Context: an optimization exercise on an open-source flow, tuned for small area, a short achievable clock period and few clock cycles. The choices shown serve that exercise and are no tape-out recipe. Function was checked by simulation only, so behaviour that the tests miss may differ from the original. Power figures rest on the tool's default switching activity, not on a simulated workload.

## run A
// rfd_bin_decoder
module rfd_bin_decoder (
    input  wire        clk,
    input  wire        rst,         
    input  wire        in_valid,
    input  wire [7:0]  in_byte,
    output wire        in_ready,
    output wire        out_valid,
    input  wire        out_ready,
    output wire        out_ok,
    output wire [7:0]  out_len,
    output wire [15:0] out_pm1,
    output wire [15:0] out_pm2,
    output wire [15:0] out_n,
    output wire [15:0] out_m,
    output wire [15:0] out_g,
    output wire [31:0] out_x,
    output wire [31:0] out_y,
    output wire [31:0] out_z,
    output wire [31:0] out_e,
    output wire [31:0] out_f,
    output wire [7:0]  out_t,
    output wire [31:0] out_s,
    output wire [31:0] out_p,
    output wire [31:0] out_i,
    output wire [31:0] out_j,
    output wire [31:0] out_r,
    output wire [6:0]  out_tlen,
    input  wire [6:0]  text_addr,
    output wire [7:0]  text_byte
);
clock: 14.0 ns
lec_check: 0
cap_margin: 20
core_margin: 2
core_utilization: 40
place_density: 0.6
setup_slack_margin: 5
slew_margin: 20
run.sh (not shown) runs the stock make flow with config.mk's settings and CLKGATE_MAP_FILE= SYNTH_SCRIPT=/design/flow/synth_recipe.tcl, a recipe that flattens the netlist after the stock synthesis.
Run A finished all stages; the layout is clean.
Testbench counts of run A, summed over its fixed seeds: cycles 54,262.
The inputs of run B differ from those of run A as listed below.
--- a/flow/config.mk
+++ b/flow/config.mk
@@ -10,4 +10,3 @@
 export CORE_UTILIZATION = 40
 export PLACE_DENSITY = 0.6
-export SETUP_SLACK_MARGIN = 5
 export SLEW_MARGIN = 20
Findings:
- Run B finished end to end and its layout was clean on timing, DRC and antenna.
- Run B vs run A — worst-case setup margin in the final layout dropped 980 ps.
- Compared with run A, run B shows routed wire length lower by 0.43%.
- There was hardly any difference in total design power between run A and run B.
- Looking at post-cts resize count, run B sits 18 below run A.
- Between run A and run B, the power per standard cell area figures differ only marginally.
- Changes observed in run B relative to run A: share of the clock period used by the worst path after layout moved up; switching portion of total power level.
- For cell count, run A and run B come out practically identical.
- Between run B and run A, the final critical delay including setup and external delays is higher for run B.
### run B -> run C
==> flow/flow/run.sh (new file) <==
#!/bin/bash
# Standard ORFS layout (the standard.sh, unchanged synthesis) with three
# layout knobs: port buffers use the small buf_1 cell, CTS inserts no dummy
# loads, and repair_timing aims for a larger setup margin so the
# text_addr -> text_byte path is sized for speed.
set -euo pipefail
MARGIN=$(cat flow/margin.txt)
bash standard.sh \
  'BUFFER_PORTS_ARGS=-buffer_cell sky130_fd_sc_hd__buf_1' \
  "CTS_ARGS=-sink_clustering_enable -repair_clock_nets -dont_use_dummy_load -buf_list {$(cat flow/ctsbufs.txt)}" \
  "SETUP_SLACK_MARGIN=${MARGIN}" \
  finish > make_finish.log 2>&1
==> flow/flow/ctsbufs.txt (new file) <==
sky130_fd_sc_hd__clkbuf_4 sky130_fd_sc_hd__clkbuf_8
==> flow/flow/margin.txt (new file) <==
7
==> flow/standard.sh (new file) <==
#!/bin/bash
# synth_recipe.tcl (not shown) runs the flow's synth.tcl, then flattens the netlist and writes it again
# the make line also repeats each setting of config.mk as NAME=value (left out here)
make -C /OpenROAD-flow-scripts/flow DESIGN_CONFIG=/design/flow/config.mk WORK_HOME=/design/flow/orfs CLKGATE_MAP_FILE= SYNTH_SCRIPT=/design/flow/synth_recipe.tcl "${@:-finish}"
removed: flow/run.sh
Results
Run C reports a higher maximum frequency than run B does. Between run B and run C, aggregate global-route resource usage increased. HPWL after detailed placement on run C is ahead of run B. Post-route clock period utilization down 16 points in run C wrt run B. Taking run B over run C, the clock power ratio works out to 1.4. Diff run B -> run C | first-pass GRT wire length | increase of 770 um. Startpoint of the worst setup timing path = text_addr[0]: run C; startpoint of the worst setup timing path = text_addr[1]: run B. In run C the sequential share of layout area turned out 3.1 points higher than in run B. Number of vias after detailed routing on run C is behind run B. Compared with run B, in run C sequential logic power has remained practically unchanged; power now smaller.
diff inputs: run C => run D
--- a/flow/flow/run.sh
+++ b/flow/flow/run.sh
@@ -8,5 +8,5 @@
 bash standard.sh \
   'BUFFER_PORTS_ARGS=-buffer_cell sky130_fd_sc_hd__buf_1' \
-  "CTS_ARGS=-sink_clustering_enable -repair_clock_nets -dont_use_dummy_load -buf_list {$(cat flow/ctsbufs.txt)}" \
+  'CTS_ARGS=-sink_clustering_enable -repair_clock_nets -dont_use_dummy_load' \
   "SETUP_SLACK_MARGIN=${MARGIN}" \
   finish > make_finish.log 2>&1
removed: flow/flow/ctsbufs.txt
[summary]
- On sum of met2 wire segment lengths after detailed routing: run D sits below run C.
- Taking run C as the reference, in run D routing usage on met1 roughly the same, sequential cell area roughly the same, highest clock rate higher, number of non-clock buffers in the layout higher.

[static timing again, ports no longer ideal]
The results above use ideal ports. As a check the final layouts listed here were re-extracted and re-timed, cells and wires unchanged.
Step 1, drivers: a clkbuf_16 drives clk and a buf_2 each remaining input, both assumed.
Step 2, shift: input delay + t, output delay - t, t = (earliest + latest rising clock arrival at the registers) / 2. This alone moves slack from input paths to output paths.
Slacks: no drivers / after step 1 / after step 2; pairs: no drivers / after step 1.
| run | shift t [ns] | slack for setup (ns) | worst slew at a driven data input, ns |
|---|---|---|---|
| run A | 0.750 | 5.056 / 4.980 / 4.980 | 0.20 |
| run B | 0.750 | 4.080 / 4.028 / 4.028 | 0.10 |
| run C | 0.846 | 6.257 / 5.915 / 5.915 | 0.34 |
| run D | 0.723 | 6.282 / 5.938 / 5.938 | 0.35 |
After both steps every run listed still meets setup and hold. The setup slack of run D, which loses most, moves by -0.344 ns with the drivers and by -0.344 ns with both steps.
